This is an optimization exercise on Yosys and OpenROAD, whose aim is small area, a short achievable clock period and few clock cycles, not a production implementation.
The RTL was checked by simulation tests, not by an equivalence proof against the original design.

<file path="flow/run.sh">
#!/bin/bash
# synth_recipe.tcl (not shown) runs the flow's synth.tcl, then flattens the netlist and writes it again
# the make line also repeats each setting of config.mk as NAME=value (left out here)
make -C /OpenROAD-flow-scripts/flow DESIGN_CONFIG=/design/flow/config.mk WORK_HOME=/design/flow/orfs CLKGATE_MAP_FILE= SYNTH_SCRIPT=/design/flow/synth_recipe.tcl finish
</file>
<file path="flow/design.v">
module drift_score (
    input  wire [255:0] window,    
    output reg  [7:0]   score
);
    integer k, j;
    reg [7:0] diff;
    always @* begin
        score = 8'd0;
        for (k = 0; k < 16; k = k + 1) begin
            diff = window[8*k +: 8] ^ window[8*(k+16) +: 8];
            for (j = 0; j < 8; j = j + 1)
                score = score + {7'd0, diff[j]};
        end
    end
endmodule
module rle_encoder (
    input  wire       clk,
    input  wire       rst,
    input  wire       cmd_valid,
    output wire       cmd_ready,
    input  wire [1:0] cmd_op,
    input  wire [7:0] cmd_byte,
    output wire       out_valid,
    input  wire       out_ready,
    output wire [7:0] out_byte
);
    localparam [1:0] OP_BYTE = 2'b01, OP_FLUSH = 2'b10, OP_INIT = 2'b11;
    localparam [7:0] MARKER = 8'h7E;
    reg [7:0] win [0:31];
    reg [4:0] widx;         
    reg       full;         
    reg       supp;         
    reg [7:0] prev;
    reg [2:0] run;
    reg [7:0] obuf [0:2];
    reg [1:0] ocnt;
    reg [1:0] optr;
    reg       busy;
    assign cmd_ready = !busy;
    assign out_valid = busy;
    assign out_byte  = obuf[optr];
    wire acc = cmd_valid && !busy;
    reg [255:0] win_next;
    integer k;
    always @* begin
        for (k = 0; k < 32; k = k + 1)
            win_next[8*k +: 8] = (widx == k[4:0]) ? cmd_byte : win[k];
    end
    wire [7:0] score;
    drift_score u_score (.window(win_next), .score(score));
    wire now_full = full || (widx == 5'd31);
    wire mark     = now_full && (score > 8'd2) && !supp;
    wire [7:0] delta  = cmd_byte ^ prev;
    wire       absorb = (delta == 8'd0) && (run != 3'd7);
    wire       esc    = (delta >= 8'd31) || (run == 3'd3 && delta == 8'd30);
    wire [7:0] tok    = esc ? {run, 5'd31} : {run, delta[4:0]};
    reg [7:0] b0, b1, b2;
    reg [1:0] n;
    always @* begin
        b0 = 8'd0; b1 = 8'd0; b2 = 8'd0; n = 2'd0;
        if (mark) begin
            b0 = MARKER;
            if (!absorb) begin
                b1 = tok;
                b2 = delta;
                n  = esc ? 2'd3 : 2'd2;
            end else begin
                n  = 2'd1;
            end
        end else if (!absorb) begin
            b0 = tok;
            b1 = delta;
            n  = esc ? 2'd2 : 2'd1;
        end
    end
    integer i;
    always @(posedge clk) begin
        if (rst) begin
            for (i = 0; i < 32; i = i + 1) win[i] <= 8'd0;
            widx <= 5'd0;
            full <= 1'b0;
            supp <= 1'b0;
            prev <= 8'd0;
            run  <= 3'd0;
            busy <= 1'b0;
            ocnt <= 2'd0;
            optr <= 2'd0;
        end else if (busy) begin
            if (out_ready) begin
                if (optr == ocnt - 2'd1) begin
                    busy <= 1'b0;
                    optr <= 2'd0;
                end else begin
                    optr <= optr + 2'd1;
                end
            end
        end else if (acc) begin
            case (cmd_op)
                OP_BYTE: begin
                    win[widx] <= cmd_byte;
                    widx <= widx + 5'd1;
                    if (widx == 5'd31) full <= 1'b1;
                    if (now_full) supp <= mark;
                    if (absorb) begin
                        run <= run + 3'd1;
                    end else begin
                        prev <= cmd_byte;
                        run  <= 3'd0;
                    end
                    obuf[0] <= b0;
                    obuf[1] <= b1;
                    obuf[2] <= b2;
                    ocnt <= n;
                    optr <= 2'd0;
                    busy <= (n != 2'd0);
                end
                OP_FLUSH: begin
                    if (run != 3'd0) begin
                        obuf[0] <= {run - 3'd1, 5'd0};
                        ocnt <= 2'd1;
                        optr <= 2'd0;
                        busy <= 1'b1;
                    end
                    run <= 3'd0;
                end
                OP_INIT: begin
                    for (i = 0; i < 32; i = i + 1) win[i] <= 8'd0;
                    widx <= 5'd0;
                    full <= 1'b0;
                    supp <= 1'b0;
                    prev <= 8'd0;
                    run  <= 3'd0;
                end
                default: ;
            endcase
        end
    end
endmodule
module rle_decoder (
    input  wire        clk,
    input  wire        rst,
    input  wire        cmd_valid,
    output wire        cmd_ready,
    input  wire [1:0]  cmd_op,
    input  wire [7:0]  cmd_byte,
    input  wire [15:0] cmd_cap,
    output wire        out_valid,
    input  wire        out_ready,
    output wire [7:0]  out_byte,
    output wire [15:0] out_index,
    output wire        res_valid,
    output wire [1:0]  res_status,
    output wire [15:0] res_count
);
    localparam [1:0] OP_BYTE = 2'b01, OP_END = 2'b10, OP_INIT = 2'b11;
    localparam [1:0] ST_OK = 2'd0, ST_CAP = 2'd1, ST_TRUNC = 2'd2;
    localparam [7:0] MARKER = 8'h7E;
    reg [7:0]  prev;
    reg        esc_pending;
    reg [2:0]  esc_run;
    reg [15:0] out_count;
    reg [15:0] capacity;
    reg [1:0]  status;
    reg        busy;
    reg [3:0]  rem;         
    reg [7:0]  newv;
    reg        res_q;
    wire full = (out_count == capacity);
    assign cmd_ready  = !busy;
    assign out_valid  = busy && !full;
    assign out_byte   = (rem == 4'd1) ? newv : prev;
    assign out_index  = out_count;
    assign res_valid  = res_q;
    assign res_status = status;
    assign res_count  = out_count;
    wire acc = cmd_valid && !busy;
    reg       unit;
    reg [2:0] u_run;
    reg [7:0] u_delta;
    always @* begin
        unit = 1'b0; u_run = 3'd0; u_delta = 8'd0;
        if (status == ST_OK) begin
            if (esc_pending) begin
                unit = 1'b1; u_run = esc_run; u_delta = cmd_byte;
            end else if (cmd_byte != MARKER && cmd_byte[4:0] != 5'd31) begin
                unit = 1'b1; u_run = cmd_byte[7:5]; u_delta = {3'd0, cmd_byte[4:0]};
            end
        end
    end
    always @(posedge clk) begin
        res_q <= 1'b0;
        if (rst) begin
            prev        <= 8'd0;
            esc_pending <= 1'b0;
            esc_run     <= 3'd0;
            out_count   <= 16'd0;
            capacity    <= 16'd0;
            status      <= ST_OK;
            busy        <= 1'b0;
            rem         <= 4'd0;
            newv        <= 8'd0;
        end else if (busy) begin
            if (full) begin
                status <= ST_CAP;
                busy   <= 1'b0;
            end else if (out_ready) begin
                out_count <= out_count + 16'd1;
                rem       <= rem - 4'd1;
                if (rem == 4'd1) begin
                    prev <= newv;
                    busy <= 1'b0;
                end
            end
        end else if (acc) begin
            case (cmd_op)
                OP_BYTE: begin
                    if (status == ST_OK) begin
                        if (esc_pending)
                            esc_pending <= 1'b0;
                        else if (cmd_byte != MARKER && cmd_byte[4:0] == 5'd31) begin
                            esc_pending <= 1'b1;
                            esc_run     <= cmd_byte[7:5];
                        end
                    end
                    if (unit) begin
                        rem  <= {1'b0, u_run} + 4'd1;
                        newv <= prev ^ u_delta;
                        busy <= 1'b1;
                    end
                end
                OP_END: begin
                    if (status == ST_OK && esc_pending) status <= ST_TRUNC;
                    res_q <= 1'b1;
                end
                OP_INIT: begin
                    prev        <= 8'd0;
                    esc_pending <= 1'b0;
                    esc_run     <= 3'd0;
                    out_count   <= 16'd0;
                    capacity    <= cmd_cap;
                    status      <= ST_OK;
                end
                default: ;
            endcase
        end
    end
endmodule
module rle_codec (
    input  wire        clk,
    input  wire        rst,
    input  wire        enc_cmd_valid,
    output wire        enc_cmd_ready,
    input  wire [1:0]  enc_cmd_op,
    input  wire [7:0]  enc_cmd_byte,
    output wire        enc_out_valid,
    input  wire        enc_out_ready,
    output wire [7:0]  enc_out_byte,
    input  wire        dec_cmd_valid,
    output wire        dec_cmd_ready,
    input  wire [1:0]  dec_cmd_op,
    input  wire [7:0]  dec_cmd_byte,
    input  wire [15:0] dec_cmd_cap,
    output wire        dec_out_valid,
    input  wire        dec_out_ready,
    output wire [7:0]  dec_out_byte,
    output wire [15:0] dec_out_index,
    output wire        dec_res_valid,
    output wire [1:0]  dec_res_status,
    output wire [15:0] dec_res_count
);
    rle_encoder u_enc (
        .clk(clk), .rst(rst),
        .cmd_valid(enc_cmd_valid), .cmd_ready(enc_cmd_ready),
        .cmd_op(enc_cmd_op), .cmd_byte(enc_cmd_byte),
        .out_valid(enc_out_valid), .out_ready(enc_out_ready), .out_byte(enc_out_byte)
    );
    rle_decoder u_dec (
        .clk(clk), .rst(rst),
        .cmd_valid(dec_cmd_valid), .cmd_ready(dec_cmd_ready),
        .cmd_op(dec_cmd_op), .cmd_byte(dec_cmd_byte), .cmd_cap(dec_cmd_cap),
        .out_valid(dec_out_valid), .out_ready(dec_out_ready),
        .out_byte(dec_out_byte), .out_index(dec_out_index),
        .res_valid(dec_res_valid), .res_status(dec_res_status), .res_count(dec_res_count)
    );
endmodule
</file>
<file path="flow/config.mk">
export PLATFORM = sky130hd
export DESIGN_NAME = rle_codec
export DESIGN_NICKNAME = rle_codec
export VERILOG_FILES = /design/flow/design.v
export SDC_FILE = /design/flow/constraint.sdc
export NUM_CORES = 4
export LEC_CHECK = 0
export CAP_MARGIN = 20
export CORE_MARGIN = 2
export CORE_UTILIZATION = 40
export SLEW_MARGIN = 20
</file>
<file path="flow/constraint.sdc">
create_clock -name core_clock -period 11.0 [get_ports {clk}]
set_input_delay 2.2000 -clock core_clock [delete_from_list [all_inputs] [get_ports {clk}]]
set_output_delay 2.2000 -clock core_clock [all_outputs]
set_load 0.01 [all_outputs]
</file>
==> results by group <==
Run status
  – Status: no timing/DRC/antenna violations

Clocking
  – # resized after CTS: 0
  – Reg clk slew, reported paths: 0.06 ns
  – CTS tree: built
  – CTS root buffer: clkbuf_16
  – Skew-Pair Late Insertion Delay: 0.59 ns
  – CTS Hold Bufs: 0
  – Setup bufs post-CTS: 0
  – H-tree depth: 2
  – CTS Buf Count: 43
  – Max Root-Sink Buffers: 3
  – Clk sinks: 363

STA
  – Fin crit share: 92.3%
  – Final Hold Viols: 0
  – Unrepaired setup endpoints after global routing: no
  – Final setup margin: 0.846 ns
  – Slew @ Worst Pin: 1.16 ns
  – Setup TNS Final: 0 ns
  – Worst Skew: 0.0264 ns
  – Final Setup Violations: 0
  – Max-slew violation count: 0
  – Crit path time final: approximately 10 ns
  – Max Fclk: slightly below 0.1 GHz
  – Max-Slew Margin vs Limit: between 20% and 30%

Layout
  – Area growth, synth to finish: 13.4%
  – Share of post-route cells with drive strength above 1: 6.60%
  – Final #Nets: 2504
  – Layout Cells excl Fill: 3099
  – Number of diodes: 0

Floorplanning
  – Top Ports: 97
  – Die Wd: 244 um
  – Die height: 244 um
  – Core area: approximately 57000 um^2
  – Cell Rows: a little under 90
  – Initial Util: between 40% and 50%
  – Die footprint: 59700 um^2

Logic synthesis
  – Synth async-reset ratio: 0%
  – Syn nets: 2444
  – Ys Warns: 4
  – Synth Register Bits: 363
  – Mapped cell area: 23100 um^2
  – Synth Area per Inst: 10.3 um^2
  – Prevailing post-synth register cell: edfxtp_1
  – EDFF count, synth: 280
  – Count of cell types in the netlist: 62
  – Sequential share of the synthesized area: 43.6%
  – Synth Instances: 2241

Global route
  – Vias in the first global route: 16300
  – Largest net degree at the start of global routing: 60
  – Global router's overall resource usage: 21.0%
  – Global route overflow: 0
  – Initial antenna violation count: 2
  – First-pass GRT wire length: 96300 um

Place
  – GP Congestion: 0.905
  – PortBufs: 96
  – Dpl cells: 3020
  – Pre-CTS setup slack: 0.455 ns
  – DPL Wire Length: 43800 um

Route
  – Antenna Violating Nets Remaining: 0
  – Wire per inst: 20.3 um
  – WL met2: 30600 um
  – Vias/cell: 5.34
  – 1st-iter DRT viols: 1244
  – Highest routed layer: met5
  – DR DRC count: 0
  – Met3 routed WL: 3210 um
  – Vias: 16500
  – Wl on met1: 27500 um
  – DR pass1 iterations: 5
  – DRT Wirelength: about 63000 um

Worst setup path
  – Crit path required time: between 10 and 15 ns
  – Capturing element type of the critical path: flop
  – Reg2Reg Setup Slack: 0.85 ns
  – Crit-path max FO: 17
  – Crit path DAT: between 10 and 15 ns
  – WS Path Type: flop to flop
  – CP Launch Type: flop

Worst hold path
  – Worst hold path class: flop to flop

Flow run
  – Max cap viols: 0
synth_stat cells (13+ instances only):
cell | instances | share of area (%)
buf_2 | 17 | 0.37
nor2_1 | 291 | 4.7
nor3_1 | 18 | 0.39
fa_1 | 115 | 10
inv_1 | 115 | 1.9
and2_1 | 135 | 3.7
o21ai_0 | 88 | 1.9
nor2b_1 | 13 | 0.35
a211oi_1 | 15 | 0.49
xnor2_1 | 181 | 6.9
xor2_1 | 112 | 4.2
edfxtp_1 | 280 | 36
a21oi_1 | 151 | 3.3
buf_1 | 17 | 0.28
clkbuf_1 | 82 | 1.3
buf_4 | 19 | 0.62
a22oi_1 | 21 | 0.68
nand3_1 | 18 | 0.39
nand2_1 | 175 | 2.8
ha_1 | 46 | 2.5
dfxtp_1 | 83 | 7.2
nand4_1 | 14 | 0.38
mux2i_1 | 122 | 5.3
final cells by class:
cell class	instances	area [um^2]
Fill cell	5332	31100
Multi-Input combinational cell	1625	12000
Timing Repair Buffer	151	1360
Tap cell	765	957
Inverter	117	439
Sequential cell	363	10100
Clock buffer	49	1100
Clock inverter	29	280
worst max-delay path, stage by stage, from the launching register on:
cell and delay [ns]:
dfxtp_1 0.43, ha_1 0.18, buf_4 0.19, and3_1 0.21
ha_1 0.52, clkinv_1 0.51, nor2_1 0.55, a211oi_1 0.19
fa_1 0.61, fa_1 0.47, fa_1 0.56, fa_1 0.53
fa_1 0.52, fa_1 0.52, fa_1 0.58, fa_1 0.59
inv_1 0.07, fa_1 0.51, fa_1 0.49, inv_1 0.07
ha_1 0.17, inv_1 0.06, fa_1 0.48, o2111ai_1 0.12
o21ai_1 0.18, buf_4 0.26, and2b_1 0.22, a21oi_1 0.09
stage by stage:
step / hold slack, ns / area, um^2 / util, %
after floorplan: 0.445 / 23100 / -
after global placement: 0.456 / 24800 / 43.3
after detailed placement: 0.460 / 24800 / 43.3
after CTS: 0.468 / 26200 / 45.7
after global routing: 0.482 / 26200 / 45.7
final: 0.466 / 26200 / 45.7
registers in the layout (all words and copies together) (netlist names), 3 cells and up:
register and flops:
u_enc.run 3, u_dec.capacity 16, u_enc.obuf 24, u_dec.esc_run 3
u_enc.win 256, u_dec.newv 8, u_dec.rem 4, u_enc.prev 8
u_enc.widx 5, u_dec.out_count 16, u_dec.prev 8
cell usage in the layout, fill, tap and decap left out, types with 8 or more instances in the layout:
| cell | instances |
|---|---|
| dfxtp_1 | 82 |
| nand3_1 | 18 |
| nor2_1 | 290 |
| xnor2_1 | 181 |
| clkinv_2 | 9 |
| nand4_1 | 14 |
| a22o_1 | 8 |
| nor3_1 | 18 |
| inv_1 | 115 |
| o22ai_1 | 10 |
| mux2i_1 | 122 |
| nor2b_1 | 13 |
| clkbuf_16 | 43 |
| a22oi_1 | 21 |
| nand2_1 | 175 |
| ha_1 | 46 |
| xor2_1 | 112 |
| clkdlybuf4s50_1 | 87 |
| buf_2 | 9 |
| a211oi_1 | 15 |
| a32o_1 | 10 |
| a21oi_1 | 150 |
| edfxtp_1 | 280 |
| mux2_2 | 8 |
| o21ai_0 | 69 |
| clkinv_1 | 12 |
| and2_1 | 135 |
| o21ai_1 | 19 |
| buf_4 | 52 |
| fa_1 | 115 |
logic make-up (layout without fill, tap and decap cells):
kind of cell	after synthesis	after routing	synth area share [%]
AO/OA/AOI/OAI	336	336	8.53
XOR/XNOR	294	294	11.2
adder cells (fa/ha/maj)	161	161	12.5
buffers and inverters	253	346	4.54
flip-flops	363	363	43.6
multiplexers	130	130	5.67
AND/OR/NAND/NOR	704	704	14.1
path summary, 6_finish.rpt:
| kind | from | endpoint | cells after the start |
|---|---|---|---|
| min | u_dec.capacity[15]$_SDFFE_PP0P_ | u_dec.capacity[15]$_SDFFE_PP0P_ | 2 |
| max | u_enc.widx[0]$_SDFFE_PP0P_ | u_enc.obuf[0][4]$_SDFFCE_PP0P_ | 27 |
| min reg2reg | u_dec.capacity[15]$_SDFFE_PP0P_ | u_dec.capacity[15]$_SDFFE_PP0P_ | 2 |
| max reg2reg | u_enc.widx[0]$_SDFFE_PP0P_ | u_enc.obuf[0][4]$_SDFFCE_PP0P_ | 27 |
per-layer routing:
| metal | track usage [%] | vias up |
|---|---|---|
| li1 | - | 7699 |
| met1 | 28.3 | 8287 |
| met2 | 35.2 | 471 |
| met3 | 2.78 | 78 |
| met4 | 6.19 | 4 |
| met5 | 0 | - |
Testbench counts, summed over its fixed seeds: cycles 47,680.

[afterwards: timing with drivers on the ports]
The results above use ideal ports. As a check the final layout listed here was re-extracted and re-timed, cells and wires unchanged. Step 1: set_driving_cell puts a clkbuf_16 on clk and a buf_2 on each other input, an assumption about the parent block. Step 2 also shifts input and output timing later by t, the mid clock arrival at the registers, as if the neighbouring blocks saw the same clock. Three values: ideal, step 1, step 2; two values: the first two.
t (ns): 0.637
setup WS [ns]: 0.846 / 0.846 / 0.421
worst data-port slew with drivers (ns): 0.06
After both steps this run still meets setup and hold. The setup slack of this run moves by 0.000 ns with the drivers and by -0.425 ns with both steps.
